What follows belongs to an exercise in optimizing a design on an open flow for small area; a production flow would make more cautious choices. Only simulation tests tie the RTL to the original design; equivalence was not proved. No activity file was given, so power comes from the tool's default toggle rates.

File: flow/config.mk
export PLATFORM = sky130hd
export DESIGN_NAME = pjon_rx
export DESIGN_NICKNAME = pjon_rx
export VERILOG_FILES = /design/flow/design.v
export SDC_FILE = /design/flow/constraint.sdc
export NUM_CORES = 4
export LEC_CHECK = 0
export CAP_MARGIN = 20
export CORE_MARGIN = 2
export CORE_UTILIZATION = 40
export SLEW_MARGIN = 20
File: flow/constraint.sdc
create_clock -name core_clock -period 12.0 [get_ports {clk}]
set_input_delay 2.4000 -clock core_clock [delete_from_list [all_inputs] [get_ports {clk}]]
set_output_delay 2.4000 -clock core_clock [all_outputs]
set_load 0.01 [all_outputs]
File: flow/design.v
module pjon_rx (
    input  wire        clk,
    input  wire        rst_n,           
    input  wire        cmd_valid,
    input  wire [31:0] cmd,
    input  wire [2:0]  ev_clr,
    input  wire        cfg_shared,
    input  wire        cfg_simplex,
    input  wire        cfg_router,
    input  wire [7:0]  device_id,
    input  wire [31:0] bus_id,
    input  wire [2:0]  irq_en,
    output reg  [2:0]  result_code,
    output reg         ev_deliver,
    output reg         ev_resp_valid,
    output reg         ev_overrun,
    output wire        rx_active,
    output wire        irq,
    output wire [31:0] result,
    output wire [7:0]  resp,
    output reg  [7:0]  meta_rx_id,
    output reg  [7:0]  meta_tx_id,
    output reg  [31:0] meta_rx_bus,
    output reg  [31:0] meta_tx_bus,
    output reg  [15:0] meta_header,
    output wire [15:0] rx_length,
    output wire [15:0] rx_count,
    output wire [15:0] rx_payoff,
    output wire [15:0] rx_paylen,
    output reg  [7:0]  crc8_acc,
    output wire [31:0] crc32_acc
);
    localparam [2:0] R_NONE    = 3'd0;
    localparam [2:0] R_ACK     = 3'd1;
    localparam [2:0] R_NAK     = 3'd2;
    localparam [2:0] R_FAIL    = 3'd3;
    localparam [2:0] R_BUSY    = 3'd4;
    localparam [2:0] R_ILLEGAL = 3'd6;
    function [7:0] crc8_step;
        input [7:0] acc;
        input [7:0] b;
        reg [7:0] t;
        begin
            t = acc ^ b;
            crc8_step[0] = t[2] ^ t[4] ^ t[5];
            crc8_step[1] = t[0] ^ t[3] ^ t[5] ^ t[6];
            crc8_step[2] = t[0] ^ t[1] ^ t[4] ^ t[6] ^ t[7];
            crc8_step[3] = t[0] ^ t[1] ^ t[4] ^ t[7];
            crc8_step[4] = t[0] ^ t[1] ^ t[4];
            crc8_step[5] = t[1] ^ t[2] ^ t[5];
            crc8_step[6] = t[0] ^ t[2] ^ t[3] ^ t[6];
            crc8_step[7] = t[1] ^ t[3] ^ t[4] ^ t[7];
        end
    endfunction
    function [31:0] crc32_step;
        input [31:0] acc;
        input [7:0]  b;
        reg [7:0] t;
        begin
            t = acc[7:0] ^ b;
            crc32_step[0] = acc[8] ^ t[2];
            crc32_step[1] = acc[9] ^ t[0] ^ t[3];
            crc32_step[2] = acc[10] ^ t[0] ^ t[1] ^ t[4];
            crc32_step[3] = acc[11] ^ t[1] ^ t[2] ^ t[5];
            crc32_step[4] = acc[12] ^ t[0] ^ t[2] ^ t[3] ^ t[6];
            crc32_step[5] = acc[13] ^ t[1] ^ t[3] ^ t[4] ^ t[7];
            crc32_step[6] = acc[14] ^ t[4] ^ t[5];
            crc32_step[7] = acc[15] ^ t[0] ^ t[5] ^ t[6];
            crc32_step[8] = acc[16] ^ t[1] ^ t[6] ^ t[7];
            crc32_step[9] = acc[17] ^ t[7];
            crc32_step[10] = acc[18] ^ t[2];
            crc32_step[11] = acc[19] ^ t[3];
            crc32_step[12] = acc[20] ^ t[0] ^ t[4];
            crc32_step[13] = acc[21] ^ t[0] ^ t[1] ^ t[5];
            crc32_step[14] = acc[22] ^ t[1] ^ t[2] ^ t[6];
            crc32_step[15] = acc[23] ^ t[2] ^ t[3] ^ t[7];
            crc32_step[16] = acc[24] ^ t[0] ^ t[2] ^ t[3] ^ t[4];
            crc32_step[17] = acc[25] ^ t[0] ^ t[1] ^ t[3] ^ t[4] ^ t[5];
            crc32_step[18] = acc[26] ^ t[0] ^ t[1] ^ t[2] ^ t[4] ^ t[5] ^ t[6];
            crc32_step[19] = acc[27] ^ t[1] ^ t[2] ^ t[3] ^ t[5] ^ t[6] ^ t[7];
            crc32_step[20] = acc[28] ^ t[3] ^ t[4] ^ t[6] ^ t[7];
            crc32_step[21] = acc[29] ^ t[2] ^ t[4] ^ t[5] ^ t[7];
            crc32_step[22] = acc[30] ^ t[2] ^ t[3] ^ t[5] ^ t[6];
            crc32_step[23] = acc[31] ^ t[3] ^ t[4] ^ t[6] ^ t[7];
            crc32_step[24] = t[0] ^ t[2] ^ t[4] ^ t[5] ^ t[7];
            crc32_step[25] = t[0] ^ t[1] ^ t[2] ^ t[3] ^ t[5] ^ t[6];
            crc32_step[26] = t[0] ^ t[1] ^ t[2] ^ t[3] ^ t[4] ^ t[6] ^ t[7];
            crc32_step[27] = t[1] ^ t[3] ^ t[4] ^ t[5] ^ t[7];
            crc32_step[28] = t[0] ^ t[4] ^ t[5] ^ t[6];
            crc32_step[29] = t[0] ^ t[1] ^ t[5] ^ t[6] ^ t[7];
            crc32_step[30] = t[0] ^ t[1] ^ t[6] ^ t[7];
            crc32_step[31] = t[1] ^ t[7];
        end
    endfunction
    reg [31:0] crc_x;
    reg        crc_f;         
    reg        res_x;         
    reg [10:0] res_s;         
    reg        resp_ack, resp_nak;
    reg [10:0] len_q;         
    reg [9:0]  cnt_q;         
    reg        dlv_q;         
    reg [9:0]  paylen_q;      
    reg [15:0] rx_hdr;        
    reg [7:0]  rx_byte0;      
    reg [31:0] rx_busbuf;     
    reg [31:0] rx_txbus;      
    reg [7:0]  rx_txid;       
    reg [31:0] rx_crc;        
    reg        rx_okf;        
    assign crc32_acc = crc_x | {32{crc_f}};
    assign result    = res_x ? ~crc_x : {21'd0, res_s};
    assign resp      = {3'b000, resp_nak, 1'b0, resp_ack | resp_nak, resp_ack, resp_nak};
    assign rx_length = {5'd0, len_q};
    assign rx_count  = {6'd0, cnt_q};
    wire [3:0] mh_pay = 4'd3 + {3'd0, meta_header[7]} + {3'd0, meta_header[6]} +
                        {1'b0, meta_header[0], 2'b00} +
                        (meta_header[1] ? (meta_header[0] ? 4'd5 : 4'd1) : 4'd0);
    assign rx_payoff = {12'd0, mh_pay & {4{dlv_q}}};
    assign rx_paylen = {6'd0, paylen_q};
    wire [7:0] opc  = cmd[7:0];
    wire [7:0] b    = cmd[15:8];
    wire       vld  = cmd_valid && (cmd[31:18] == 14'd0);
    wire is_nop    = vld && opc == 8'h00;
    wire is_init   = vld && opc == 8'h03;
    wire is_feed8  = vld && opc == 8'h04;
    wire is_feed32 = vld && opc == 8'h05;
    wire is_byte   = vld && opc == 8'h10;
    wire is_fail   = vld && opc == 8'h11;
    wire is_reset  = vld && opc == 8'h12;
    wire is_known  = is_nop | is_init | is_feed8 | is_feed32 | is_byte | is_fail | is_reset;
    wire [9:0] i     = cnt_q;
    wire       first = (i == 10'd0);
    wire       i_lo = (i[9:4] == 6'd0);
    wire       i1    = i_lo && i[3:0] == 4'd1;
    wire       i2    = i_lo && i[3:0] == 4'd2;
    wire h_mode = rx_hdr[0];
    wire h_si   = rx_hdr[1];
    wire h_ackr = rx_hdr[2];
    wire h_c32  = rx_hdr[5];
    wire h_el   = rx_hdr[6];
    wire h_eh   = rx_hdr[7];
    wire [3:0] j = i[3:0] - {3'd0, h_eh} - {3'd0, h_el};
    wire at_len   = i_lo && j == 4'd2;
    wire we_lenhi = i_lo && h_el && j == 4'd1;
    wire [3:0] we_bus;
    assign we_bus[0] = i_lo && h_mode && j == 4'd3;
    assign we_bus[1] = i_lo && h_mode && j == 4'd4;
    assign we_bus[2] = i_lo && h_mode && j == 4'd5;
    assign we_bus[3] = i_lo && h_mode && j == 4'd6;
    wire [3:0] we_txb;
    assign we_txb[0] = i_lo && h_mode && h_si && j == 4'd7;
    assign we_txb[1] = i_lo && h_mode && h_si && j == 4'd8;
    assign we_txb[2] = i_lo && h_mode && h_si && j == 4'd9;
    assign we_txb[3] = i_lo && h_mode && h_si && j == 4'd10;
    wire we_txid = i_lo && h_si && (h_mode ? j == 4'd11 : j == 4'd3);
    wire [3:0] pos_pay  = 4'd3 + {3'd0, h_eh} + {3'd0, h_el} + {1'b0, h_mode, 2'b00} +
                          (h_si ? (h_mode ? 4'd5 : 4'd1) : 4'd0);
    wire [4:0] overhead = {1'b0, pos_pay} + (h_c32 ? 5'd4 : 5'd1);
    wire [7:0] lhi     = h_el ? rx_txid : 8'd0;
    wire       len_big = (lhi[7:3] != 5'd0) || (lhi[2] && (lhi[1:0] != 2'd0 || b != 8'd0));
    wire [4:0] ovmin   = (overhead < 5'd5) ? 5'd5 : overhead;
    wire       len_sml = (lhi == 8'd0) && (b < {3'd0, ovmin});
    wire       bad_len = at_len && (len_big || len_sml);
    wire [10:0] d       = len_q + {1'b1, ~i};
    wire        complete = (d == 11'd0);
    wire        chk32    = h_c32 && (d[10:2] == 9'd0);
    wire [7:0]  a8  = is_feed8 ? crc8_acc :
                      first    ? 8'h00 :
                      i1       ? rx_hdr[7:0] : rx_crc[7:0];
    wire [31:0] a32 = is_feed32 ? crc32_acc :
                      first     ? 32'hFFFFFFFF : rx_crc;
    wire [7:0]  s8  = crc8_step(a8, b);
    wire [31:0] s32 = crc32_step(a32, b);
    wire c32_cur = i1 ? b[5] : h_c32;
    wire use8    = !first && !c32_cur;
    reg [7:0] cbyte;
    always @(*) begin
        case (d[1:0])
            2'd0: cbyte = rx_crc[7:0];
            2'd1: cbyte = rx_crc[15:8];
            2'd2: cbyte = rx_crc[23:16];
            default: cbyte = rx_crc[31:24];
        endcase
    end
    wire m  = (b == (cbyte ^ {8{h_c32}}));
    wire ok = m && rx_okf;
    wire bad_id  = first && !cfg_router && b != device_id && b != 8'hFF;
    wire bad_hdr = i1 && !cfg_router && (b[0] != cfg_shared);
    wire [1:0] bus_k = j[1:0] - 2'd3;
    reg  [7:0] bus_exp;
    always @(*) begin
        case (bus_k)
            2'd0: bus_exp = bus_id[31:24];
            2'd1: bus_exp = bus_id[23:16];
            2'd2: bus_exp = bus_id[15:8];
            default: bus_exp = bus_id[7:0];
        endcase
    end
    wire bad_bus = !cfg_router && (we_bus != 4'd0) && (b != bus_exp);
    wire abort = bad_id || bad_hdr || bad_len || bad_bus;
    wire done  = !abort && complete;
    wire warranted = h_ackr && (rx_byte0 != 8'hFF) && !cfg_simplex && !cfg_router &&
                     (!h_mode || rx_busbuf == bus_id);
    wire rx_done = is_byte && done;
    wire raise_r = rx_done && warranted;
    wire raise_d = rx_done && ok;
    always @(posedge clk) begin
        if (!rst_n) begin
            result_code   <= R_NONE;
            ev_deliver    <= 1'b0;
            ev_resp_valid <= 1'b0;
            ev_overrun    <= 1'b0;
            res_x         <= 1'b0;
            res_s         <= 11'd0;
            resp_ack      <= 1'b0;
            resp_nak      <= 1'b0;
            meta_rx_id    <= 8'd0;
            meta_tx_id    <= 8'd0;
            meta_rx_bus   <= 32'd0;
            meta_tx_bus   <= 32'd0;
            meta_header   <= 16'd0;
            len_q         <= 11'd0;
            cnt_q         <= 10'd0;
            dlv_q         <= 1'b0;
            paylen_q      <= 10'd0;
            crc8_acc      <= 8'd0;
            crc_f         <= 1'b1;
        end else begin
            ev_deliver    <= (ev_deliver & ~ev_clr[0]) | raise_d;
            ev_resp_valid <= (ev_resp_valid & ~ev_clr[1]) | raise_r;
            ev_overrun    <= (ev_overrun & ~ev_clr[2]) |
                             (raise_d & ev_deliver & ~ev_clr[0]) |
                             (raise_r & ev_resp_valid & ~ev_clr[1]);
            if (cmd_valid) begin
                if (!is_known)
                    result_code <= R_ILLEGAL;
                else if (is_nop || is_reset)
                    result_code <= R_NONE;
                else if (is_init || is_feed8 || is_feed32)
                    result_code <= R_ACK;
                else if (is_fail)
                    result_code <= R_FAIL;
                else if (abort)
                    result_code <= bad_len ? R_FAIL : R_BUSY;
                else if (complete)
                    result_code <= ok ? R_ACK : R_NAK;
                else
                    result_code <= R_NONE;
            end
            if (is_init) begin
                crc8_acc  <= 8'h00;
                crc_f     <= 1'b1;
            end
            if (is_feed8)  crc8_acc  <= s8;
            if (is_feed32) crc_f     <= 1'b0;
            if (is_feed32)
                res_x <= 1'b1;
            else if (is_feed8 || rx_done)
                res_x <= 1'b0;
            if (is_feed8)       res_s <= {3'd0, s8};
            else if (rx_done)   res_s <= len_q;
            if (is_fail || is_reset)
                cnt_q <= 10'd0;
            if (is_byte) begin
                cnt_q <= (abort || complete) ? 10'd0 : i + 10'd1;
                if (first)
                    len_q <= 11'd0;
                else if (at_len && !bad_len)
                    len_q <= {lhi[2:0], b};
            end
            if (raise_r) begin
                resp_ack <= ok;
                resp_nak <= !ok;
            end
            if (raise_d) begin
                meta_rx_id  <= rx_byte0;
                meta_header <= {h_eh ? rx_hdr[15:8] : 8'd0, rx_hdr[7:0]};
                meta_rx_bus <= h_mode ? rx_busbuf : 32'd0;
                meta_tx_bus <= (h_mode && h_si) ? rx_txbus : 32'd0;
                meta_tx_id  <= h_si ? rx_txid : 8'd0;
                dlv_q       <= 1'b1;
                paylen_q    <= len_q[9:0] - {5'd0, overhead};
            end
        end
    end
    always @(posedge clk) begin
        if (is_feed32)
            crc_x <= s32;
    end
    always @(posedge clk) begin
        if (is_byte) begin
            if (first) begin
                rx_byte0    <= b;
                rx_hdr[7:0] <= s8;
            end
            if (i1)
                rx_hdr[7:0] <= b;
            if (i2 && h_eh)
                rx_hdr[15:8] <= b;
            if (we_lenhi || we_txid)
                rx_txid <= b;
            if (we_bus[0]) rx_busbuf[31:24] <= b;
            if (we_bus[1]) rx_busbuf[23:16] <= b;
            if (we_bus[2]) rx_busbuf[15:8]  <= b;
            if (we_bus[3]) rx_busbuf[7:0]   <= b;
            if (we_txb[0]) rx_txbus[31:24] <= b;
            if (we_txb[1]) rx_txbus[23:16] <= b;
            if (we_txb[2]) rx_txbus[15:8]  <= b;
            if (we_txb[3]) rx_txbus[7:0]   <= b;
            if (!chk32) begin
                rx_crc[31:8] <= s32[31:8];
                rx_crc[7:0]  <= use8 ? s8 : s32[7:0];
            end
            rx_okf <= !chk32 || (rx_okf && m);
        end
    end
    assign rx_active = !first;
    assign irq = (ev_deliver & irq_en[0]) | (ev_resp_valid & irq_en[1]) |
                 (ev_overrun & irq_en[2]);
endmodule
File: flow/flow/run.sh
#!/bin/bash
# Own layout flow: the standard ORFS flow (standard.sh) with three changes
#  - synthesis maps logic with an area-oriented ABC script (flow/abc_map.script,
#    a 30 s &deepsyn pass, then area mapping with don't-care resynthesis)
#    instead of ORFS's delay-oriented one, and leaves adders to ABC instead of
#    mapping them to half/full adder cells first; the rest of synthesis, and
#    so the registers, are unchanged;
#  - ports are buffered with buf_1 instead of the default buffer pick;
#  - the clock tree uses small clock buffers in sink clusters of up to 10,
#    without dummy loads.
# Each tool's output goes to a log file in this folder.
set -euo pipefail
W=$(pwd)
rm -rf "$W/scripts_mod"
cp -r "$FLOW_HOME/scripts" "$W/scripts_mod"
cp "$W/flow/abc_map.script" "$W/scripts_mod/abc_speed.script"
CTS="-sink_clustering_enable -repair_clock_nets -dont_use_dummy_load -sink_clustering_size 10 -sink_clustering_max_diameter 40 -buf_list {sky130_fd_sc_hd__clkbuf_1 sky130_fd_sc_hd__clkbuf_2 sky130_fd_sc_hd__clkbuf_4}"
bash standard.sh \
  SCRIPTS_DIR="$W/scripts_mod" \
  ADDER_MAP_FILE= \
  SKIP_REPAIR_TIE_FANOUT=1 \
  BUFFER_PORTS_ARGS="-buffer_cell sky130_fd_sc_hd__buf_1" \
  CTS_ARGS="$CTS" \
  finish > "$W/standard_flow.log" 2>&1
File: flow/flow/abc_map.script
strash
dc2
&get -n
&deepsyn -T 30
&put
dch -f
map -a
mfs2
strash
dc2
dch -f
map -a
mfs2
strash
dc2
dch -f
map -a
topo
File: flow/standard.sh
#!/bin/bash
# synth_recipe.tcl (not shown) runs the flow's synth.tcl, then flattens the netlist and writes it again
# the make line also repeats each setting of config.mk as NAME=value (left out here)
make -C /OpenROAD-flow-scripts/flow DESIGN_CONFIG=/design/flow/config.mk WORK_HOME=/design/flow/orfs CLKGATE_MAP_FILE= SYNTH_SCRIPT=/design/flow/synth_recipe.tcl "${@:-finish}"
==> summary.txt, run 1 <==
Placement
  • Routability-driven placement congestion ratio: 0.918
  • Post-DP HPWL: 38.7 mm
  • DP Cell Count: 2,208
  • Dpl ws: 4500 ps
  • Buffers on Ports: 296

Yosys
  • Gate Count Post-Synth: 1,467
  • Top FF cell, synth: edfxtp_1
  • Post-synth top cells: 191 x nand2_1, 173 x nor2_1, 161 x edfxtp_1, 157 x dfxtp_1, 149 x clkinv_1
  • Area share of the largest cell type after synthesis: 0.336
  • Cell variety after synth: 40
  • Yosys warns: 1
  • Ys async rst share: 0
  • Synthesized area per cell: 9.82 um^2
  • Largest cells by area after synthesis: edfxtp_1 34%, dfxtp_1 22%, a32o_1 5.4%, nand2_1 5.0%, nor2_1 4.5%
  • Seq/Total Area, Yosys: 0.554
  • Post-synth EDFFs: 161
  • Mapped Area: 0.0144 mm^2
  • Leading area contributor after synthesis: edfxtp_1
  • Syn_nets: 1,551
  • #FFs+latches synth: 318
  • Count leader, synth: nand2_1

Clock network
  • Clock Latency Late Sink: 830 ps
  • CTS root buf: clkbuf_4
  • Post-CTS Hold Buffers: 0
  • Max Buffers Root-to-Sink: 3
  • Total CTS buffers: 49
  • # clock sinks: 318
  • Post-CTS resize count: 0
  • Setup bufs post-CTS: 0
  • CTS tree: built
  • H-tree levels: 2
  • Clk slew on worst S/H paths: 100 ps

Run status
  • Status: complete, no violations

Worst setup path
  • WP data arrival: 7330 ps
  • CP Class: primary input to register
  • FF-to-FF path depth: 22
  • CP Launch Type: primary input
  • Worst EP required: 12,510 ps
  • Crit end category: register
  • CP max-delay cell: nor4b_1
  • CP max stage delay: 610 ps
  • CP dominant cell by count: xor2_1
  • Crit path max fanout: 34
  • Worst-path cell chain: buf_1, clkinv_1, nor4_1, and2_2, nor4b_1, nand2_1, nor2_2, buf_4, nor2_1, clkinv_1, o22ai_1, or2_2, nand2_1, xor2_1, xor2_1, xor2_1, xor2_1

Layout
  • Proportion of layout cells with a drive suffix above 1: 0.0723
  • Area occupied by multi-input gates: 0.00564 mm^2
  • Final nets: 1,883
  • P&R area growth vs syn: 13.8%
  • Fillers: 3,579
  • Reg area: 0.00798 mm^2
  • Post-Layout Cell Count: 2,263

Global routing
  • Initial antenna violation count: 5
  • GRT overflow: 0
  • Largest net degree at the start of global routing: 72
  • First-pass GRT wire length: 77.1 mm
  • Vias in the first global route: 12,300
  • Gr usage total: 0.273

Power and ir drop
  • Pwr Density: 120 mW/mm^2
  • Worst VDD drop: 64.1 uV
  • P_leak: 5.42 nW

Routing
  • Via density: 5.67
  • Initial drt markers: 1,091
  • Routed WL: 52.7 mm
  • Routed Antenna Nets: 0
  • # DRC: 0
  • Drt wl/cell: 23.3 um
  • DRT Pass-1 Iters: 8
  • Vias after detailed routing: 12,800

STA
  • Layout Skew: 161 ps
  • Slew Viols, Final: 0
  • Final worst slack: 5190 ps
  • Slew headroom: 0.310
  • Final Setup Violations: 0
  • Worst hold slack: 407 ps
  • Actual slew at the worst max-slew pin: 1030 ps
  • Crit path time final: 6810 ps
  • RSZ-0062 raised after global routing: false
  • Final count of hold timing violations: 0
  • Peak Freq: 147 MHz
  • Setup TNS: 0 ps
  • Period Utilization, post-route: 0.568

Floorplan
  • Die Height: 194 um
  • Core Box Area: 0.0355 mm^2
  • Die area: 0.0375 mm^2
  • Die X: 194 um
  • Starting density of the core: 0.406
  • Rows: 69
  • I/O Pins: 332

Worst hold path
  • Hold crit path type: register to register
  • Hold depth: 1

Job
  • Max_cap viols: 0
-- layer usage --
layer	global-route usage	vias to the layer above	share of wire
li1	-	5933	-
met1	0.355	6214	0.42
met2	0.435	579	0.45
met3	0.0670	103	0.089
met4	0.111	0	0.037
met5	0	-	0
-- cell type report --
class                           count  area share
Sequential cell                   318       0.486
Multi-Input combinational cell    964       0.344
Timing Repair Buffer              317      0.0772
Tap cell                          461      0.0352
Inverter                          149      0.0341
Clock buffer                       49      0.0224
Antenna cell                        5    0.000763
-- registers in the layout (all words and copies together) (netlist names), 16 cells and up --
signal,flops
crc_x,32
meta_rx_bus,32
meta_tx_bus,32
rx_busbuf,32
rx_crc,32
rx_txbus,32
meta_header,16
rx_hdr,16
-- worst max-delay path: cells and delay by family --
family	cells	cell delay [ps]
simple gates	8	2010
compound gates	1	170
buf+inv	4	1390
xor+xnor	4	1310
-- cells by family (layout without fill, tap and decap cells) --
group / Yosys count / count (layout) / share of synthesized area
AOI/OAI and AO/OA: 369 / 369 / 0.178
and+or+nand+nor: 485 / 485 / 0.144
buffers and inverters: 185 / 515 / 0.0576
other: 1 / 6 / 0.000260
DFF: 318 / 318 / 0.554
xor gates and xnor gates: 109 / 109 / 0.0663
-- stage by stage --
stage          instance area (um^2)  utilization  power (mW)
4_1_cts                       16400        0.461        1.97
3_3_place_gp                  16000        0.451        1.42
5_1_grt                       16400        0.462        2.04
2_1_floorplan                 14400            -        1.35
6_report                      16400        0.462        1.96
3_5_place_dp                  16000        0.451        1.43
-- where the power goes --
group / switching, mW / total [mW] / internal (mW)
Sequential: 0.000800 / 1.17 / 1.17
Combinational: 0.167 / 0.240 / 0.0726
Clock: 0.370 / 0.556 / 0.186
Total: 0.538 / 1.96 / 1.42
-- cells in the final DEF, fill, tap and decap left out, types with 3 or more instances in the layout --
master / n
a2111oi_0: 8
a211oi_1: 4
a21oi_1: 46
a221oi_1: 3
a22oi_1: 23
a31oi_1: 5
a32o_1: 78
buf_1: 296
buf_4: 20
clkbuf_4: 49
clkinv_1: 149
dfxtp_1: 157
diode_2: 5
edfxtp_1: 161
nand2_1: 191
nand3_1: 13
nand4_1: 12
nor2_1: 169
nor3_1: 27
nor4_1: 14
o2111ai_1: 4
o211ai_1: 6
o21ai_0: 105
o221ai_1: 15
o22ai_1: 56
o31ai_1: 3
or2_2: 48
xnor2_1: 40
xor2_1: 69
-- final timing paths --
path	startpoint	end	slack, ps
setup reg to reg	rx_hdr[7]$_DFFE_PP_	meta_tx_bus[11]$_SDFFE_PN0P_	5540
hold / removal	rx_txbus[9]$_DFFE_PP_	meta_tx_bus[9]$_SDFFE_PN0P_	410
hold reg to reg	rx_txbus[9]$_DFFE_PP_	meta_tx_bus[9]$_SDFFE_PN0P_	410
setup / recovery	cmd_valid	crc_x[29]$_DFFE_PP_	5190
==> run 2: changes to the inputs <==
--- a/flow/flow/run.sh
+++ b/flow/flow/run.sh
@@ -15,5 +15,5 @@
 cp -r "$FLOW_HOME/scripts" "$W/scripts_mod"
 cp "$W/flow/abc_map.script" "$W/scripts_mod/abc_speed.script"
-CTS="-sink_clustering_enable -repair_clock_nets -dont_use_dummy_load -sink_clustering_size 10 -sink_clustering_max_diameter 40 -buf_list {sky130_fd_sc_hd__clkbuf_1 sky130_fd_sc_hd__clkbuf_2 sky130_fd_sc_hd__clkbuf_4}"
+CTS="-sink_clustering_enable -repair_clock_nets -dont_use_dummy_load -sink_clustering_size 12 -sink_clustering_max_diameter 40 -buf_list {sky130_fd_sc_hd__clkbuf_2 sky130_fd_sc_hd__clkbuf_4}"
 bash standard.sh \
   SCRIPTS_DIR="$W/scripts_mod" \
==> run 2 against run 1 <==
Effect of this change: synthesized area unchanged; die area did not move; register-to-register slack hardly changed; critical endpoint unchanged; design area hardly changed; worst hold slack better by 30 ps; still clean.
==> summary.txt, run 2 <==
Worst setup path
  • CP max-delay cell: nor4b_1
  • CP Launch Type: primary input
  • Worst-path cell chain: buf_1, clkinv_1, nor4_1, and2_2, nor4b_1, nand2_1, nor2_2, buf_4, nor2_1, clkinv_1, o22ai_1, or2_2, nand2_1, xor2_1, xor2_1, xor2_1, xor2_1
  • CP max stage delay: 670 ps (+60 ps)
  • Crit end category: register
  • FF-to-FF Start: rx_hdr[7]$_DFFE_PP_
  • FF-to-FF path depth: 22 (unchanged)
  • Crit path max fanout: 34 (unchanged)
  • Reg2Reg Capture Point: meta_tx_bus[11]$_SDFFE_PN0P_
  • Worst EP required: 12,510 ps (about the same)
  • CP Class: primary input to register
  • CP dominant cell by count: xor2_1
  • Reg2Reg Setup Slack: 5550 ps (about the same)
  • WP data arrival: 7390 ps (+60 ps)

Routing
  • Vias after detailed routing: 12,800 (-0.016%)
  • Drt wl/cell: 23.2 um (-0.25%)
  • # DRC: 0 (unchanged)
  • Routed Antenna Nets: 0 (unchanged)
  • DRT Pass-1 Iters: 7 (-1)
  • Initial drt markers: 1,067 (-2.2%)
  • Routed WL: 52.6 mm (-0.29%)
  • Via density: 5.67 (about the same)

Placement
  • Post-DP HPWL: 38.7 mm (unchanged)
  • Placed Area: 0.0160 mm^2 (unchanged)
  • Buffers on Ports: 296 (unchanged)
  • Routability-driven placement congestion ratio: 0.918 (unchanged)

Floorplan
  • I/O Pins: 332 (unchanged)
  • Core Box Area: 0.0355 mm^2 (unchanged)
  • Die Height: 194 um (unchanged)
  • Rows: 69 (unchanged)
  • Starting density of the core: 0.406 (unchanged)
  • Die X: 194 um (unchanged)
  • Die area: 0.0375 mm^2 (unchanged)

Yosys
  • Ys async rst share: 0 (unchanged)
  • Count leader, synth: nand2_1
  • Post-synth top cells: 191 x nand2_1, 173 x nor2_1, 161 x edfxtp_1, 157 x dfxtp_1, 149 x clkinv_1
  • Post-synth EDFFs: 161 (unchanged)
  • Yosys warns: 1 (unchanged)
  • Cell variety after synth: 40 (unchanged)
  • Synthesized area per cell: 9.82 um^2 (unchanged)
  • Top FF cell, synth: edfxtp_1
  • Mapped Area: 0.0144 mm^2 (unchanged)
  • Largest cells by area after synthesis: edfxtp_1 34%, dfxtp_1 22%, a32o_1 5.4%, nand2_1 5.0%, nor2_1 4.5%
  • Leading area contributor after synthesis: edfxtp_1
  • Seq/Total Area, Yosys: 0.554 (unchanged)
  • Gate Count Post-Synth: 1,467 (unchanged)
  • Area share of the largest cell type after synthesis: 0.336 (unchanged)
  • Syn_nets: 1,551 (unchanged)
  • #FFs+latches synth: 318 (unchanged)

Power and ir drop
  • Pwr Density: 119 mW/mm^2 (-0.47%)
  • P_leak: 5.42 nW (about the same)
  • Worst VDD drop: 70.6 uV (+10%)

STA
  • Slew headroom: 0.309 (-0.00157)
  • RSZ-0062 raised after global routing: false
  • Setup TNS: 0 ps (unchanged)
  • Final count of hold timing violations: 0 (unchanged)
  • Period Utilization, post-route: 0.573 (+0.00536)
  • Final Setup Violations: 0 (unchanged)
  • Layout Skew: 120 ps (-41.8 ps)
  • Crit path time final: 6880 ps (+64.3 ps)
  • Slew Viols, Final: 0 (unchanged)
  • Actual slew at the worst max-slew pin: 1040 ps (+2.36 ps)
  • Peak Freq: 145 MHz (-0.94%)

Layout
  • Area occupied by multi-input gates: 0.00564 mm^2 (unchanged)
  • Fillers: 3,572 (-0.20%)
  • P&R area growth vs syn: 13.8% (about the same)
  • Reg area: 0.00798 mm^2 (unchanged)
  • Proportion of layout cells with a drive suffix above 1: 0.0718 (-0.000517)
  • Cell area after layout: 0.0164 mm^2 (about the same)
  • Final nets: 1,882 (-0.053%)
  • Most frequent cells in the layout: 296 x buf_1, 191 x nand2_1, 169 x nor2_1, 161 x edfxtp_1, 157 x dfxtp_1
  • Commonest non-fill, non-tap cell in the layout: buf_1

Global routing
  • GRT overflow: 0 (unchanged)
  • Gr usage total: 0.272 (about the same)
  • First-pass GRT wire length: 77.0 mm (-0.14%)
  • Vias in the first global route: 12,300 (-0.29%)
  • Largest net degree at the start of global routing: 72 (unchanged)
  • Initial antenna violation count: 4 (-1)

Clock network
  • Post-CTS Hold Buffers: 0 (unchanged)
  • Setup bufs post-CTS: 0 (unchanged)
  • Total CTS buffers: 48 (-2.0%)
  • Post-CTS resize count: 0 (unchanged)
  • Max Buffers Root-to-Sink: 3 (unchanged)
  • CTS tree: built
  • # clock sinks: 318 (unchanged)
  • CTS root buf: clkbuf_4
  • H-tree levels: 2 (unchanged)
  • Clk slew on worst S/H paths: 80 ps (-20 ps)
  • Clock Latency Late Sink: 810 ps (-20 ps)

Job
  • Max_cap viols: 0 (unchanged)

Worst hold path
  • Hold depth: 2 (+1)
  • Hold Startpoint: paylen_q[8]$_SDFFE_PN0P_
  • WHS Endpoint: paylen_q[8]$_SDFFE_PN0P_
  • Hold crit path type: register to register

Run status
  • Status: complete, no violations
[run 2: cell counts after synthesis]
No cell type changed its count.
[run 2: metrics by stage]
stage	hold slack, ps	cells	setup WS [ps]	total power, mW	utilization
after global placement	432	2208	4560	1.42	0.451
after floorplan	429	1467	4160	1.35	-
after global routing	426	2262	4880	2.03	0.462
after detailed placement	436	2208	4500	1.43	0.451
after CTS	429	2256	5310	1.97	0.461
final	438	2262	5120	1.95	0.462
[run 2: power by group]
| part | internal, mW | switching [mW] |
|---|---|---|
| clock | 0.182 | 0.364 |
| combinational | 0.0726 | 0.166 |
| sequential | 1.17 | 0.000809 |
| total | 1.42 | 0.531 |
[run 2: critical path: cells and delay by family]
kind / cells / cell delay (ps)
AO/OA/AOI/OAI: 1 / 170
XOR/XNOR: 4 / 1310
buffers and inverters: 4 / 1390
AND/OR/NAND/NOR: 8 / 2090
[run 2: kinds of logic after synthesis]
logic type / share of synthesized area
flip-flops: 0.554
AO/OA/AOI/OAI: 0.178
buffers and inverters: 0.0576
AND/OR/NAND/NOR: 0.144
XOR/XNOR: 0.0663
other: 0.000260
[run 2: layout make-up]
type | instances | area share
flip-flops and latches | 318 | 0.487
multi-input cells | 964 | 0.344
inverters | 149 | 0.0341
well taps | 461 | 0.0352
clock buffers | 48 | 0.0220
repair buffers | 317 | 0.0773
diodes | 5 | 0.000763
[run 2: worst max-delay path by stage]
stage / start / to / depth (start not counted)
CTS: cmd_valid / crc_x[29]$_DFFE_PP_ / 17
global placement: cmd_valid / crc_x[29]$_DFFE_PP_ / 17
finish: cmd_valid / crc_x[29]$_DFFE_PP_ / 17
detailed placement: cmd_valid / crc_x[29]$_DFFE_PP_ / 17
floorplan: cmd[19] / crc_x[29]$_DFFE_PP_ / 13
global route: cmd_valid / crc_x[29]$_DFFE_PP_ / 17
[run 2: routing by layer]
metal	wire length (um)	GRT usage	vias to the layer above
li1	-	-	5939
met1	22200	0.358	6176
met2	23800	0.433	604
met3	4640	0.0652	108
met4	1940	0.111	0
met5	0	0	-
==> run 3: changes to the inputs <==
--- a/flow/flow/run.sh
+++ b/flow/flow/run.sh
@@ -15,5 +15,5 @@
 cp -r "$FLOW_HOME/scripts" "$W/scripts_mod"
 cp "$W/flow/abc_map.script" "$W/scripts_mod/abc_speed.script"
-CTS="-sink_clustering_enable -repair_clock_nets -dont_use_dummy_load -sink_clustering_size 12 -sink_clustering_max_diameter 40 -buf_list {sky130_fd_sc_hd__clkbuf_2 sky130_fd_sc_hd__clkbuf_4}"
+CTS="-sink_clustering_enable -repair_clock_nets -dont_use_dummy_load -sink_clustering_size 10 -sink_clustering_max_diameter 55 -buf_list {sky130_fd_sc_hd__clkbuf_2 sky130_fd_sc_hd__clkbuf_4}"
 bash standard.sh \
   SCRIPTS_DIR="$W/scripts_mod" \
==> run 3 against run 2 <==
Effect of this change: still clean; combinational power about the same; count of clock-buffer cells in the layout down 8; critical path depth unchanged; global-route usage down 0.23 points; register-to-register slack about the same; synthesized area unchanged.
==> summary.txt, run 3 <==
Routing
  • Routed Antenna Nets: 0 (unchanged)
  • Via density: 5.65 (-0.40%)
  • Vias after detailed routing: 12,700 (-0.88%)
  • Drt wl/cell: 23.3 um (+0.25%)
  • DRT Pass-1 Iters: 5 (-2)
  • Routed WL: 52.5 mm (-0.24%)
  • Initial drt markers: 1,124 (+5.3%)
  • # DRC: 0 (unchanged)

Layout
  • Final nets: 1,874 (-0.43%)
  • P&R area growth vs syn: 13.3%
  • Most frequent cells in the layout: 296 x buf_1, 191 x nand2_1, 169 x nor2_1, 161 x edfxtp_1, 157 x dfxtp_1
  • Proportion of layout cells with a drive suffix above 1: 0.0677 (-0.00415)
  • Post-layout util: 0.460 (-0.00190)
  • Fillers: 3,564 (-0.22%)
  • Commonest non-fill, non-tap cell in the layout: buf_1

STA
  • Actual slew at the worst max-slew pin: 1040 ps (+4.28 ps)
  • Final Setup Violations: 0 (unchanged)
  • Peak Freq: 145 MHz (-0.60%)
  • Setup TNS: 0 ps (unchanged)
  • Final count of hold timing violations: 0 (unchanged)
  • Period Utilization, post-route: 0.577 (+0.00348)
  • Slew headroom: 0.306 (-0.00286)
  • Final worst slack: 5080 ps (-41.8 ps)
  • Layout Skew: 85.2 ps (-34.5 ps)
  • Crit path time final: 6920 ps (+41.8 ps)
  • Slew Viols, Final: 0 (unchanged)
  • RSZ-0062 raised after global routing: false

Yosys
  • Cell variety after synth: 40 (unchanged)
  • #FFs+latches synth: 318 (unchanged)
  • Synthesized area per cell: 9.82 um^2 (unchanged)
  • Seq/Total Area, Yosys: 0.554 (unchanged)
  • Yosys warns: 1 (unchanged)
  • Post-synth top cells: 191 x nand2_1, 173 x nor2_1, 161 x edfxtp_1, 157 x dfxtp_1, 149 x clkinv_1
  • Ys async rst share: 0 (unchanged)
  • Syn_nets: 1,551 (unchanged)
  • Gate Count Post-Synth: 1,467 (unchanged)
  • Post-synth EDFFs: 161 (unchanged)
  • Count leader, synth: nand2_1
  • Largest cells by area after synthesis: edfxtp_1 34%, dfxtp_1 22%, a32o_1 5.4%, nand2_1 5.0%, nor2_1 4.5%
  • Mapped Area: 0.0144 mm^2 (unchanged)
  • Area share of the largest cell type after synthesis: 0.336 (unchanged)
  • Top FF cell, synth: edfxtp_1
  • Leading area contributor after synthesis: edfxtp_1

Clock network
  • CTS tree: built
  • Max Buffers Root-to-Sink: 3 (unchanged)
  • Post-CTS resize count: 0 (unchanged)
  • Clk slew on worst S/H paths: 110 ps (+30 ps)
  • H-tree levels: 2 (unchanged)
  • Total CTS buffers: 40 (-17%)
  • Clock Latency Late Sink: 700 ps (-110 ps)
  • Post-CTS Hold Buffers: 0 (unchanged)
  • CTS root buf: clkbuf_4
  • # clock sinks: 318 (unchanged)
  • Setup bufs post-CTS: 0 (unchanged)

Worst setup path
  • Crit path buf inv count: 4 (unchanged)
  • CP dominant cell by count: xor2_1
  • FF-to-FF path depth: 22 (unchanged)
  • CP Class: primary input to register
  • Crit end category: register
  • CP Launch Type: primary input
  • Worst-path cell chain: buf_1, clkinv_1, nor4_1, and2_2, nor4b_1, nand2_1, nor2_2, buf_4, nor2_1, clkinv_1, o22ai_1, or2_2, nand2_1, xor2_1, xor2_1, xor2_1, xor2_1
  • Reg2Reg Setup Slack: 5550 ps (about the same)
  • Crit path max fanout: 34 (unchanged)
  • CP top delay family: simple AND/OR/NAND/NOR gates
  • FF-to-FF Start: rx_hdr[7]$_DFFE_PP_
  • Reg2Reg Capture Point: meta_tx_bus[16]$_SDFFE_PN0P_
  • Worst EP required: 12,440 ps (-70 ps)
  • WP data arrival: 7360 ps (-30 ps)
  • CP max-delay cell: nor4b_1
  • CP max stage delay: 640 ps (-30 ps)

Run status
  • Status: complete, no violations

Floorplan
  • Starting density of the core: 0.406 (unchanged)
  • Core Box Area: 0.0355 mm^2 (unchanged)
  • Die area: 0.0375 mm^2 (unchanged)
  • Rows: 69 (unchanged)
  • Die Height: 194 um (unchanged)
  • Die X: 194 um (unchanged)
  • I/O Pins: 332 (unchanged)

Worst hold path
  • Hold Startpoint: paylen_q[8]$_SDFFE_PN0P_
  • Hold crit path type: register to register
  • Hold depth: 2 (unchanged)
  • WHS Endpoint: paylen_q[8]$_SDFFE_PN0P_

Global routing
  • Vias in the first global route: 12,100 (-0.96%)
  • First-pass GRT wire length: 76.8 mm (-0.21%)
  • Gr usage total: 0.270 (-0.00230)
  • Initial antenna violation count: 2 (-2)
  • GRT overflow: 0 (unchanged)
  • Largest net degree at the start of global routing: 72 (unchanged)

Job
  • Max_cap viols: 0 (unchanged)

Power and ir drop
  • Reg power frac: 0.609 (+0.011)
  • Total power: 1.91 mW (-1.9%)
  • Sw frac: 0.273 (+0.000831)
  • Clock share of power: 0.265 (-0.015)
  • NetSw: 0.523 mW (-1.6%)
  • Comb power frac: 0.126 (+0.004)
  • P_leak: 5.38 nW (-0.68%)
  • Internal power: 1.39 mW (-2.0%)
  • Worst VDD drop: 80.6 uV (+14%)
  • Pwr Density: 117 mW/mm^2 (-1.5%)

Placement
  • Dpl ws: 4500 ps (unchanged)
  • Post-DP HPWL: 38.7 mm (unchanged)
  • Routability-driven placement congestion ratio: 0.918 (unchanged)
  • Buffers on Ports: 296 (unchanged)
run 3: cell counts after synthesis:
Identical to the previous run, type by type.
run 3: metal layers:
layer,vias to the layer above,wire [um],track usage
met3,86,4450,0.0560
met5,-,0,0
met4,0,1560,0.0899
li1,5918,-,-
met2,572,24200,0.438
met1,6138,22200,0.360
run 3: worst min-delay path, delay by kind of cell (launching register included):
family,cells,cell delay [ps]
simple gates,2,100
flops,1,310
run 3: cell type report:
class | count | area [um^2] | area share
Inverter | 149 | 559 | 0.0343
Timing Repair Buffer | 317 | 1270 | 0.0776
Sequential cell | 318 | 7980 | 0.489
Clock buffer | 40 | 300 | 0.0184
Tap cell | 461 | 577 | 0.0353
Antenna cell | 2 | 5.00 | 0.000307
Multi-Input combinational cell | 964 | 5640 | 0.345
run 3: per-stage QoR:
step	instances	hold slack, ps	area [um^2]
2_1_floorplan	1467	429	14400
3_3_place_gp	2208	432	16000
3_5_place_dp	2208	436	16000
4_1_cts	2248	455	16300
5_1_grt	2251	479	16300
6_report	2251	447	16300
run 3: cell families (layout without fill, tap and decap cells):
logic type | after synthesis | after routing | synth area share
AO/OA/AOI/OAI | 369 | 369 | 0.178
XOR/XNOR | 109 | 109 | 0.0663
buffers and inverters | 185 | 506 | 0.0576
flip-flops | 318 | 318 | 0.554
other | 1 | 3 | 0.000260
AND/OR/NAND/NOR | 485 | 485 | 0.144
run 3: how the worst max path moves through the flow:
| stage | from | endpoint | slack [ps] | cells past startpoint |
|---|---|---|---|---|
| 6_report | cmd_valid | crc_x[29]$_DFFE_PP_ | 5080 | 17 |
| 5_1_grt | cmd_valid | rx_crc[29]$_DFFE_PP_ | 4780 | 17 |
| 4_1_cts | cmd_valid | crc_x[29]$_DFFE_PP_ | 5210 | 17 |
| 3_5_place_dp | cmd_valid | crc_x[29]$_DFFE_PP_ | 4500 | 17 |
| 3_3_place_gp | cmd_valid | crc_x[29]$_DFFE_PP_ | 4560 | 17 |
| 2_1_floorplan | cmd[19] | crc_x[29]$_DFFE_PP_ | 4160 | 13 |
run 3: power groups by stage:
stage	combinational (mW)	sequential (mW)	clock, mW
5_1_grt	0.261	1.17	0.561
4_1_cts	0.237	1.17	0.522
2_1_floorplan	0.154	1.19	0
3_5_place_dp	0.234	1.19	0
3_3_place_gp	0.234	1.19	0
6_report	0.241	1.17	0.508
==> run 4: changes to the inputs <==
--- a/flow/flow/run.sh
+++ b/flow/flow/run.sh
@@ -15,5 +15,5 @@
 cp -r "$FLOW_HOME/scripts" "$W/scripts_mod"
 cp "$W/flow/abc_map.script" "$W/scripts_mod/abc_speed.script"
-CTS="-sink_clustering_enable -repair_clock_nets -dont_use_dummy_load -sink_clustering_size 10 -sink_clustering_max_diameter 55 -buf_list {sky130_fd_sc_hd__clkbuf_2 sky130_fd_sc_hd__clkbuf_4}"
+CTS="-sink_clustering_enable -repair_clock_nets -dont_use_dummy_load -sink_clustering_size 10 -sink_clustering_max_diameter 70 -buf_list {sky130_fd_sc_hd__clkbuf_2 sky130_fd_sc_hd__clkbuf_4}"
 bash standard.sh \
   SCRIPTS_DIR="$W/scripts_mod" \
==> run 4 against run 3 <==
Effect of this change: combinational power about the same; clock skew grew 24 ps; synthesized cell count unchanged; core utilization about the same; largest power group unchanged; highest routed layer unchanged.
==> summary.txt, run 4 <==
Run status
  • Status: complete, no violations

STA
  • RSZ-0062 raised after global routing: false
  • Crit path time final: 6840 ps (-79.0 ps)
  • Peak Freq: 146 MHz (+1.2%)
  • Period Utilization, post-route: 0.570 (-0.00658)
  • Layout Skew: 109 ps (+23.6 ps)
  • Slew headroom: 0.290 (-0.0162)
  • Slew Viols, Final: 0 (unchanged)
  • Setup TNS: 0 ps (unchanged)
  • Final count of hold timing violations: 0 (unchanged)
  • Actual slew at the worst max-slew pin: 1060 ps (+24.3 ps)
  • Final Setup Violations: 0 (unchanged)
  • Worst hold slack: 450 ps (+3.90 ps)

Clock network
  • H-tree levels: 2 (unchanged)
  • Total CTS buffers: 39 (-2.5%)
  • CTS tree: built
  • CTS root buf: clkbuf_4
  • Max Buffers Root-to-Sink: 3 (unchanged)
  • Post-CTS Hold Buffers: 0 (unchanged)
  • Clock Latency Late Sink: 780 ps (+80 ps)
  • Post-CTS resize count: 0 (unchanged)
  • Setup bufs post-CTS: 0 (unchanged)
  • # clock sinks: 318 (unchanged)
  • Clk slew on worst S/H paths: 110 ps (about the same)

Routing
  • Routed WL: 52.6 mm (+0.30%)
  • DRT Pass-1 Iters: 5 (unchanged)
  • # DRC: 0 (unchanged)
  • Routed Antenna Nets: 0 (unchanged)
  • Vias after detailed routing: 12,800 (+0.69%)
  • Via density: 5.69 (+0.74%)
  • Drt wl/cell: 23.4 um (+0.35%)
  • Initial drt markers: 1,080 (-3.9%)

Yosys
  • Mapped Area: 0.0144 mm^2 (unchanged)
  • Count leader, synth: nand2_1
  • Post-synth EDFFs: 161 (unchanged)
  • Synthesized area per cell: 9.82 um^2 (unchanged)
  • Largest cells by area after synthesis: edfxtp_1 34%, dfxtp_1 22%, a32o_1 5.4%, nand2_1 5.0%, nor2_1 4.5%
  • Yosys warns: 1 (unchanged)
  • Leading area contributor after synthesis: edfxtp_1
  • Gate Count Post-Synth: 1,467 (unchanged)
  • #FFs+latches synth: 318 (unchanged)
  • Post-synth top cells: 191 x nand2_1, 173 x nor2_1, 161 x edfxtp_1, 157 x dfxtp_1, 149 x clkinv_1
  • Top FF cell, synth: edfxtp_1
  • Area share of the largest cell type after synthesis: 0.336 (unchanged)
  • Seq/Total Area, Yosys: 0.554 (unchanged)
  • Cell variety after synth: 40 (unchanged)
  • Syn_nets: 1,551 (unchanged)
  • Ys async rst share: 0 (unchanged)

Floorplan
  • Die Height: 194 um (unchanged)
  • Rows: 69 (unchanged)
  • Core Box Area: 0.0355 mm^2 (unchanged)
  • Die area: 0.0375 mm^2 (unchanged)
  • Die X: 194 um (unchanged)
  • I/O Pins: 332 (unchanged)
  • Starting density of the core: 0.406 (unchanged)

Worst hold path
  • Hold depth: 2 (unchanged)
  • Hold crit path type: register to register
  • WHS Endpoint: paylen_q[8]$_SDFFE_PN0P_
  • Hold Startpoint: paylen_q[8]$_SDFFE_PN0P_

Layout
  • Commonest non-fill, non-tap cell in the layout: buf_1
  • Most frequent cells in the layout: 296 x buf_1, 191 x nand2_1, 169 x nor2_1, 161 x edfxtp_1, 157 x dfxtp_1
  • Area occupied by multi-input gates: 0.00564 mm^2 (unchanged)
  • Cell area after layout: 0.0163 mm^2 (about the same)
  • Fillers: 3,574 (+0.28%)
  • Proportion of layout cells with a drive suffix above 1: 0.0672 (-0.000522)
  • P&R area growth vs syn: 13.3% (about the same)
  • Final nets: 1,873 (-0.053%)
  • Post-layout util: 0.460 (about the same)
  • Reg area: 0.00798 mm^2 (unchanged)

Placement
  • Buffers on Ports: 296 (unchanged)
  • Routability-driven placement congestion ratio: 0.918 (unchanged)
  • Post-DP HPWL: 38.7 mm (unchanged)
  • Placed Area: 0.0160 mm^2 (unchanged)

Worst setup path
  • CP dominant cell by count: xor2_1
  • FF-to-FF Start: rx_hdr[7]$_DFFE_PP_
  • CP max stage delay: 660 ps (+20 ps)
  • Worst-path cell chain: buf_1, clkinv_1, nor4_1, and2_2, nor4b_1, nand2_1, nor2_2, buf_4, nor2_1, clkinv_1, o22ai_1, or2_2, nand2_1, xor2_1, xor2_1, xor2_1, xor2_1
  • CP Launch Type: primary input
  • FF-to-FF path depth: 22 (unchanged)
  • Crit path max fanout: 34 (unchanged)
  • WP data arrival: 7340 ps (-20 ps)
  • Worst EP required: 12,500 ps (+60 ps)
  • CP Class: primary input to register
  • Reg2Reg Setup Slack: 5640 ps (+90 ps)
  • Crit end category: register
  • Reg2Reg Capture Point: meta_tx_bus[16]$_SDFFE_PN0P_
  • CP max-delay cell: nor4b_1

Power and ir drop
  • Worst VDD drop: 71.6 uV (-11%)
  • Pwr Density: 117 mW/mm^2 (+0.11%)
  • P_leak: 5.38 nW (about the same)
  • Total power: 1.92 mW (about the same)

Global routing
  • Initial antenna violation count: 2 (unchanged)
  • GRT overflow: 0 (unchanged)
  • Vias in the first global route: 12,200 (+0.082%)
  • Gr usage total: 0.273 (+0.00248)
  • First-pass GRT wire length: 77.0 mm (+0.30%)
  • Largest net degree at the start of global routing: 72 (unchanged)

Job
  • Max_cap viols: 0 (unchanged)
==> run 4: cell count changes in the layout (fill, tap and decap cells not counted) <==
cell      change
clkbuf_4      -1
==> run 4: layer usage <==
layer,GRT usage,routed length [um],part of all wire,up-vias
li1,-,-,-,5916
met1,0.362,22600,0.43,6190
met2,0.438,24000,0.46,594
met3,0.0617,4200,0.080,102
met4,0.0978,1840,0.035,0
met5,0,0,0,-
==> run 4: kinds of logic after synthesis <==
| kind of cell | after synthesis | share of synthesized area |
|---|---|---|
| AOI/OAI and AO/OA | 369 | 0.178 |
| DFF | 318 | 0.554 |
| and+or+nand+nor | 485 | 0.144 |
| other | 1 | 0.000260 |
| xor gates and xnor gates | 109 | 0.0663 |
| buffers and inverters | 185 | 0.0576 |
==> run 4: cell type report <==
| class | count | share of cell area |
|---|---|---|
| Sequential cell | 318 | 0.489 |
| Tap cell | 461 | 0.0354 |
| Antenna cell | 2 | 0.000307 |
| Timing Repair Buffer | 317 | 0.0776 |
| Clock buffer | 39 | 0.0179 |
| Inverter | 149 | 0.0343 |
| Multi-Input combinational cell | 964 | 0.346 |
==> run 4: worst max-delay path: cells and delay by family <==
family	cells	cell delay (ps)
AND/OR/NAND/NOR	8	2090
buffers and inverters	4	1360
XOR/XNOR	4	1300
AO/OA/AOI/OAI	1	170
==> run 4: worst max-delay path by stage <==
stage,from,end,cells after the start
3_3_place_gp,cmd_valid,crc_x[29]$_DFFE_PP_,17
5_1_grt,cmd_valid,rx_crc[29]$_DFFE_PP_,17
4_1_cts,cmd_valid,crc_x[29]$_DFFE_PP_,17
2_1_floorplan,cmd[19],crc_x[29]$_DFFE_PP_,13
3_5_place_dp,cmd_valid,crc_x[29]$_DFFE_PP_,17
6_report,cmd_valid,crc_x[29]$_DFFE_PP_,17
==> run 4: metrics by stage <==
step                      setup slack [ps]  instances
after floorplan                       4160       1467
after global placement                4560       2208
after detailed placement              4500       2208
after CTS                             5300       2247
after global routing                  4840       2250
final                                 5160       2250
==> run 4: power by group <==
| part | internal, mW | total [mW] | switching [mW] |
|---|---|---|---|
| Combinational | 0.0726 | 0.240 | 0.167 |
| Sequential | 1.17 | 1.17 | 0.000829 |
| Clock | 0.150 | 0.510 | 0.360 |
| Total | 1.39 | 1.92 | 0.528 |
==> run 5: changes to the inputs <==
==> flow/flow/run.sh (replaced) <==
#!/bin/bash
# Own layout flow: the standard ORFS flow (standard.sh) with these changes
#  - synthesis maps logic with an area-oriented ABC script (flow/abc_map.script,
#    an &deepsyn pass of up to 200 s, then area mapping with don't-care
#    resynthesis)
#    instead of ORFS's delay-oriented one, and leaves adders to ABC instead of
#    mapping them to half/full adder cells first; the rest of synthesis, and
#    so the registers, are unchanged;
#  - ports are buffered with buf_1 instead of the default buffer pick;
#  - the constant outputs share synthesis's single tie cell (no per-port
#    tie cells);
#  - the clock tree uses small clock buffers in sink clusters of up to 10,
#    without dummy loads.
# Each tool's output goes to a log file in this folder.
set -euo pipefail
W=$(pwd)
rm -rf "$W/scripts_mod"
cp -r "$FLOW_HOME/scripts" "$W/scripts_mod"
cp "$W/flow/abc_map.script" "$W/scripts_mod/abc_speed.script"
CTS="-sink_clustering_enable -repair_clock_nets -dont_use_dummy_load -sink_clustering_size 10 -sink_clustering_max_diameter 40 -buf_list {sky130_fd_sc_hd__clkbuf_2 sky130_fd_sc_hd__clkbuf_4}"
bash standard.sh \
  SCRIPTS_DIR="$W/scripts_mod" \
  ADDER_MAP_FILE= \
  SKIP_REPAIR_TIE_FANOUT=1 \
  BUFFER_PORTS_ARGS="-buffer_cell sky130_fd_sc_hd__buf_1" \
  CTS_ARGS="$CTS" \
  finish > "$W/standard_flow.log" 2>&1
==> flow/flow/abc_map.script (replaced) <==
strash
dc2
&get -n
&deepsyn -J 100 -T 200
&put
dch -f
map -a
mfs2
strash
dc2
dch -f
map -a
mfs2
strash
dc2
dch -f
map -a
topo
==> run 5 against run 4 <==
Effect of this change: still clean; critical path depth grew 2; final cell count grew 1.5%; core utilization is essentially flat; largest power group unchanged.
==> summary.txt, run 5 <==
STA
  • Worst hold slack: 446 ps (-4.77 ps)
  • RSZ-0062 raised after global routing: false
  • Final Setup Violations: 0 (unchanged)
  • Peak Freq: 147 MHz (+0.52%)
  • Layout Skew: 93.9 ps (-14.9 ps)
  • Final count of hold timing violations: 0 (unchanged)
  • Slew headroom: 0.230 (-0.0593)
  • Period Utilization, post-route: 0.567 (-0.00294)
  • Slew Viols, Final: 0 (unchanged)
  • Setup TNS: 0 ps (unchanged)
  • Actual slew at the worst max-slew pin: 1150 ps (+81.6 ps)
  • Crit path time final: 6800 ps (-35.3 ps)

Worst setup path
  • CP startpoint: cmd[8]
  • CP max-delay cell: clkinv_1
  • CP max stage delay: 580 ps (-80 ps)
  • Crit path max fanout: 49 (+44%)
  • CP top delay family: buffers and inverters
  • CP Launch Type: primary input
  • CP Class: primary input to register
  • Worst EP required: 12,590 ps (+90 ps)
  • WP data arrival: 7390 ps (+50 ps)
  • FF-to-FF Start: rx_hdr[7]$_DFFE_PP_
  • CP dominant cell by count: clkinv_1
  • Crit end category: register
  • Worst-path cell chain: buf_1, buf_4, clkinv_1, o22ai_1, o21ai_0, a22oi_1, o311ai_0, a31oi_1, nor3_1, o31ai_1, nand2_1, nor2_1, clkinv_1, nor2_1, nand2_1, nor2_4, buf_4, clkinv_1, o21ai_0
  • Crit path buf inv count: 6 (+2)

Routing
  • Initial drt markers: 1,027 (-4.9%)
  • Routed WL: 49.4 mm (-6.1%)
  • Routed Antenna Nets: 0 (unchanged)
  • # DRC: 0 (unchanged)
  • DRT Pass-1 Iters: 5 (unchanged)
  • Vias after detailed routing: 12,700 (-0.91%)
  • Via density: 5.55 (-2.4%)
  • Drt wl/cell: 21.6 um (-7.5%)

Power and ir drop
  • Sw frac: 0.250 (-0.0250)
  • Clock share of power: 0.293 (+0.027)
  • Comb power frac: 0.075 (-0.050)
  • Worst VDD drop: 76.0 uV (+6.2%)
  • Internal power: 1.36 mW (-1.8%)
  • NetSw: 0.456 mW (-14%)
  • Reg power frac: 0.632 (+0.023)
  • Pwr Density: 112 mW/mm^2 (-4.8%)
  • P_leak: 5.59 nW (+4.0%)

Yosys
  • Seq/Total Area, Yosys: 0.558 (+0.00373)
  • Ys async rst share: 0 (unchanged)
  • Largest cells by area after synthesis: edfxtp_1 34%, dfxtp_1 22%, xor2_1 5.3%, nand2_1 4.5%, clkinv_1 4.2%
  • Mapped Area: 0.0143 mm^2 (-0.67%)
  • #FFs+latches synth: 318 (unchanged)
  • Cell variety after synth: 36 (-10%)
  • Gate Count Post-Synth: 1,490 (+1.6%)
  • Post-synth EDFFs: 161 (unchanged)
  • Yosys warns: 1 (unchanged)
  • Count leader, synth: nand2_1
  • Top FF cell, synth: edfxtp_1
  • Syn_nets: 1,574 (+1.5%)
  • Post-synth top cells: 172 x nand2_1, 161 x clkinv_1, 161 x edfxtp_1, 157 x dfxtp_1, 150 x nor2_1
  • Synthesized area per cell: 9.60 um^2 (-2.2%)
  • Leading area contributor after synthesis: edfxtp_1
  • Area share of the largest cell type after synthesis: 0.338 (+0.00226)

Floorplan
  • Die X: 193 um (-0.33%)
  • Die Height: 193 um (-0.33%)
  • Rows: 69 (unchanged)
  • Die area: 0.0373 mm^2 (-0.65%)
  • Starting density of the core: 0.404 (-0.00173)
  • Core Box Area: 0.0354 mm^2 (-0.24%)
  • I/O Pins: 332 (unchanged)

Layout
  • Proportion of layout cells with a drive suffix above 1: 0.0622 (-0.00496)
  • Final nets: 1,903 (+1.6%)
  • P&R area growth vs syn: 13.7%
  • Commonest non-fill, non-tap cell in the layout: buf_1
  • Most frequent cells in the layout: 295 x buf_1, 171 x nand2_1, 161 x clkinv_1, 161 x edfxtp_1, 157 x dfxtp_1

Clock network
  • Total CTS buffers: 46 (+18%)
  • H-tree levels: 2 (unchanged)
  • CTS root buf: clkbuf_4
  • Post-CTS resize count: 0 (unchanged)
  • Clk slew on worst S/H paths: 100 ps (about the same)
  • CTS tree: built
  • Clock Latency Late Sink: 740 ps (-40 ps)
  • Post-CTS Hold Buffers: 0 (unchanged)
  • # clock sinks: 318 (unchanged)
  • Setup bufs post-CTS: 0 (unchanged)
  • Max Buffers Root-to-Sink: 3 (unchanged)

Global routing
  • Initial antenna violation count: 6 (+4)
  • GRT overflow: 0 (unchanged)
  • First-pass GRT wire length: 73.2 mm (-5.0%)
  • Largest net degree at the start of global routing: 76 (+5.6%)
  • Gr usage total: 0.262 (-0.0111)
  • Vias in the first global route: 12,100 (-0.50%)

Placement
  • Buffers on Ports: 296 (unchanged)
  • Post-DP HPWL: 35.7 mm (-7.6%)
  • Routability-driven placement congestion ratio: 0.920 (+0.16%)

Run status
  • Status: complete, no violations

Worst hold path
  • Hold Startpoint: rx_txbus[6]$_DFFE_PP_
  • Hold crit path type: register to register

Job
  • Max_cap viols: 0 (unchanged)
-- run 5: logic make-up (layout without fill, tap and decap cells) --
kind of cell              count (synthesis)  in the layout  share of synthesized area
buffers and inverters                   197            524                     0.0611
xor gates and xnor gates                115            115                     0.0704
and+or+nand+nor                         534            534                      0.165
AOI/OAI and AO/OA                       325            325                      0.146
DFF                                     318            318                      0.558
other                                     1              7                   0.000262
-- run 5: power by group through the flow --
stage	registers [mW]	logic, mW	clock network (mW)
after CTS	1.15	0.135	0.553
after floorplan	1.17	0.0775	0
after global placement	1.17	0.133	0
final	1.15	0.136	0.533
after global routing	1.15	0.150	0.594
after detailed placement	1.17	0.133	0
-- run 5: layer usage --
layer	wire (um)	global-route usage	up-vias
li1	-	-	5946
met1	21000	0.346	6083
met2	22900	0.426	582
met3	4260	0.0516	75
met4	1270	0.0970	0
met5	0	0	-
-- run 5: path summary, 6_finish.rpt --
kind	end	slack, ps	cells past startpoint
min	meta_tx_bus[6]$_SDFFE_PN0P_	450	2
min reg2reg	meta_tx_bus[6]$_SDFFE_PN0P_	450	2
max reg2reg	meta_tx_id[2]$_SDFFE_PN0P_	5560	26
max	meta_rx_bus[19]$_SDFFE_PN0P_	5200	19
-- run 5: cell type report --
| class | instances | area [um^2] |
|---|---|---|
| Fill cell | 3587 | 19100 |
| Sequential cell | 318 | 7980 |
| Multi-Input combinational cell | 975 | 5480 |
| Timing Repair Buffer | 317 | 1270 |
| Inverter | 161 | 604 |
| Tap cell | 461 | 577 |
| Clock buffer | 46 | 345 |
| Antenna cell | 6 | 15.0 |
-- run 5: through the flow --
| step | setup WS (ps) | utilization | total power [mW] | cells | cell area (um^2) |
|---|---|---|---|---|---|
| after floorplan | 4820 | - | 1.25 | 1490 | 14300 |
| after CTS | 5330 | 0.459 | 1.84 | 2278 | 16300 |
| after global routing | 4750 | 0.460 | 1.89 | 2284 | 16300 |
| after global placement | 4620 | 0.449 | 1.31 | 2232 | 15900 |
| final | 5200 | 0.460 | 1.82 | 2284 | 16300 |
| after detailed placement | 4580 | 0.450 | 1.31 | 2232 | 15900 |
-- run 5: worst register-to-register path, delay by kind of cell, from the launching register on --
family | cells | cell delay [ps]
and+or+nand+nor | 12 | 2730
DFF | 1 | 640
AOI/OAI and AO/OA | 8 | 1020
buffers and inverters | 6 | 1900
==> run 6: changes to the inputs <==
--- a/flow/flow/run.sh
+++ b/flow/flow/run.sh
@@ -18,5 +18,5 @@
 cp -r "$FLOW_HOME/scripts" "$W/scripts_mod"
 cp "$W/flow/abc_map.script" "$W/scripts_mod/abc_speed.script"
-CTS="-sink_clustering_enable -repair_clock_nets -dont_use_dummy_load -sink_clustering_size 10 -sink_clustering_max_diameter 40 -buf_list {sky130_fd_sc_hd__clkbuf_2 sky130_fd_sc_hd__clkbuf_4}"
+CTS="-sink_clustering_enable -repair_clock_nets -dont_use_dummy_load -sink_clustering_size 10 -sink_clustering_max_diameter 45 -buf_list {sky130_fd_sc_hd__clkbuf_2 sky130_fd_sc_hd__clkbuf_4}"
 bash standard.sh \
   SCRIPTS_DIR="$W/scripts_mod" \
==> run 6 against run 5 <==
Effect of this change: critical path depth stayed put; synthesized cell count stayed put; power is 0.48% lower; design area is 0.15% lower; register-to-register slack better by 90 ps; final cell count is 0.18% lower; die area stayed put; synthesized area stayed put; non-clock buffer count stayed put.
==> summary.txt, run 6 <==
Placement
  • DP Cell Count: 2,232 (unchanged)
  • Buffers on Ports: 296 (unchanged)
  • Routability-driven placement congestion ratio: 0.920 (unchanged)
  • Post-DP HPWL: 35.7 mm (unchanged)
  • Placed Area: 0.0159 mm^2 (unchanged)

Yosys
  • Post-synthesis compound-gate area fraction: 0.146 (unchanged)
  • Area share of the largest cell type after synthesis: 0.338 (unchanged)
  • Post-Synth Adder-Cell Area: 0 (unchanged)
  • Seq/Total Area, Yosys: 0.558 (unchanged)
  • Post-synth EDFFs: 161 (unchanged)
  • Largest cells by area after synthesis: edfxtp_1 34%, dfxtp_1 22%, xor2_1 5.3%, nand2_1 4.5%, clkinv_1 4.2%
  • Leading area contributor after synthesis: edfxtp_1
  • Post-synthesis simple-gate area fraction: 0.165 (unchanged)
  • Post-synth top cells: 172 x nand2_1, 161 x clkinv_1, 161 x edfxtp_1, 157 x dfxtp_1, 150 x nor2_1
  • Ys async rst share: 0 (unchanged)
  • Syn_nets: 1,574 (unchanged)
  • Cell variety after synth: 36 (unchanged)
  • Count leader, synth: nand2_1
  • Gate Count Post-Synth: 1,490 (unchanged)

Power and ir drop
  • Clock share of power: 0.290 (-0.003)
  • Sw frac: 0.253 (+0.00247)
  • Pwr Density: 111 mW/mm^2 (-0.32%)
  • Internal power: 1.35 mW (-0.80%)
  • Worst VDD drop: 76.6 uV (+0.70%)
  • Comb power frac: 0.075 (about the same)

Clock network
  • H-tree levels: 2 (unchanged)
  • # clock sinks: 318 (unchanged)
  • Max Buffers Root-to-Sink: 3 (unchanged)
  • Post-CTS resize count: 0 (unchanged)
  • Setup bufs post-CTS: 0 (unchanged)
  • Post-CTS Hold Buffers: 0 (unchanged)
  • Clk slew on worst S/H paths: 100 ps (about the same)
  • Clock Latency Late Sink: 730 ps (about the same)

Global routing
  • First-pass GRT wire length: 73.2 mm (about the same)
  • Vias in the first global route: 12,100 (+0.12%)
  • GRT overflow: 0 (unchanged)
  • Gr usage total: 0.261 (about the same)

STA
  • Slew headroom: 0.256 (+0.0257)
  • Layout Skew: 93.9 ps (+0.0468 ps)
  • Setup TNS: 0 ps (unchanged)
  • Final count of hold timing violations: 0 (unchanged)
  • Period Utilization, post-route: 0.565 (-0.00234)
  • RSZ-0062 raised after global routing: false
  • Final Setup Violations: 0 (unchanged)
  • Actual slew at the worst max-slew pin: 1110 ps (-38.3 ps)

Routing
  • Routed WL: 49.5 mm (about the same)
  • Via density: 5.55 (about the same)
  • Drt wl/cell: 21.7 um (+0.25%)
  • Routed Antenna Nets: 0 (unchanged)
  • # DRC: 0 (unchanged)
  • Initial drt markers: 1,012 (-1.5%)
  • DRT Pass-1 Iters: 5 (unchanged)

Floorplan
  • Die area: 0.0373 mm^2 (unchanged)
  • Rows: 69 (unchanged)
  • Die X: 193 um (unchanged)
  • Core Box Area: 0.0354 mm^2 (unchanged)
  • Die Height: 193 um (unchanged)
  • I/O Pins: 332 (unchanged)
  • Starting density of the core: 0.404 (unchanged)

Layout
  • Proportion of layout cells with a drive suffix above 1: 0.0606 (-0.00155)
  • Post-Layout Cell Count: 2,280 (-0.18%)
  • Cell area after layout: 0.0162 mm^2 (-0.15%)
  • Fillers: 3,584 (-0.084%)
  • Commonest non-fill, non-tap cell in the layout: buf_1

Worst setup path
  • CP Launch Type: primary input
  • WP data arrival: 7370 ps (-20 ps)
  • Crit path max fanout: 49 (unchanged)
  • Reg2Reg Setup Slack: 5650 ps (+90 ps)
  • Crit end category: register
  • Worst EP required: 12,590 ps (about the same)

Run status
  • Status: complete, no violations
## run 6: power by group through the flow
| stage | Clock [mW] | Sequential, mW | Combinational [mW] |
|---|---|---|---|
| after global routing | 0.579 | 1.15 | 0.150 |
| after global placement | 0 | 1.17 | 0.133 |
| after CTS | 0.542 | 1.15 | 0.135 |
| after detailed placement | 0 | 1.17 | 0.133 |
| final | 0.524 | 1.15 | 0.136 |
| after floorplan | 0 | 1.17 | 0.0775 |
## run 6: area by class of cell
type	count	area (um^2)	area share
Tap cell	461	577	0.0355
Timing Repair Buffer	317	1270	0.0783
Inverter	161	604	0.0372
Clock buffer	43	323	0.0199
Sequential cell	318	7980	0.491
Multi-Input combinational cell	975	5480	0.337
Antenna cell	5	12.5	0.000770
## run 6: path summary, 6_finish.rpt
kind	endpoint	cells after the start	startpoint
hold reg to reg	meta_tx_bus[12]$_SDFFE_PN0P_	2	rx_txbus[12]$_DFFE_PP_
hold / removal	meta_tx_bus[12]$_SDFFE_PN0P_	2	rx_txbus[12]$_DFFE_PP_
setup / recovery	meta_rx_bus[19]$_SDFFE_PN0P_	19	cmd[8]
setup reg to reg	meta_rx_bus[19]$_SDFFE_PN0P_	27	rx_hdr[7]$_DFFE_PP_
## run 6: per-stage QoR
stage,hold slack (ps),total power [mW],utilization,worst slack [ps]
finish,445,1.81,0.459,5220
detailed placement,450,1.31,0.450,4580
floorplan,429,1.25,-,4820
global placement,446,1.31,0.449,4620
CTS,451,1.83,0.459,5290
global route,484,1.88,0.459,4720
## run 6: logic make-up (layout without fill, tap and decap cells)
logic type	Yosys count	in the layout
other	1	6
and+or+nand+nor	534	534
buffers and inverters	197	521
xor gates and xnor gates	115	115
DFF	318	318
AOI/OAI and AO/OA	325	325
## run 6: routing by layer
metal / vias to the layer above / track usage / part of all wire
met2: 559 / 0.432 / 0.47
met3: 88 / 0.0480 / 0.083
met1: 6080 / 0.347 / 0.43
met4: 2 / 0.0865 / 0.024
met5: - / 0 / 0.00026
li1: 5929 / - / -
## run 6: critical path, stage by stage
cell and delay (ps):
buf_1 70, buf_4 310, clkinv_1 480, o22ai_1 300, o21ai_0 120, a22oi_1 170
o311ai_0 170, a31oi_1 230, nor3_1 70, o31ai_1 210, nand2_1 150, nor2_1 290
clkinv_1 150, nor2_1 150, nand2_1 480, nor2_4 210, buf_4 470, clkinv_1 590
o21ai_0 300

Setup slack of run 6, layout unchanged: 5.224 ns with ideal ports, 5.235 ns with driving cells assumed (clock clkbuf_16, inputs buf_2), 4.508 ns with port delays also shifted by the 0.727 ns mid clock arrival.
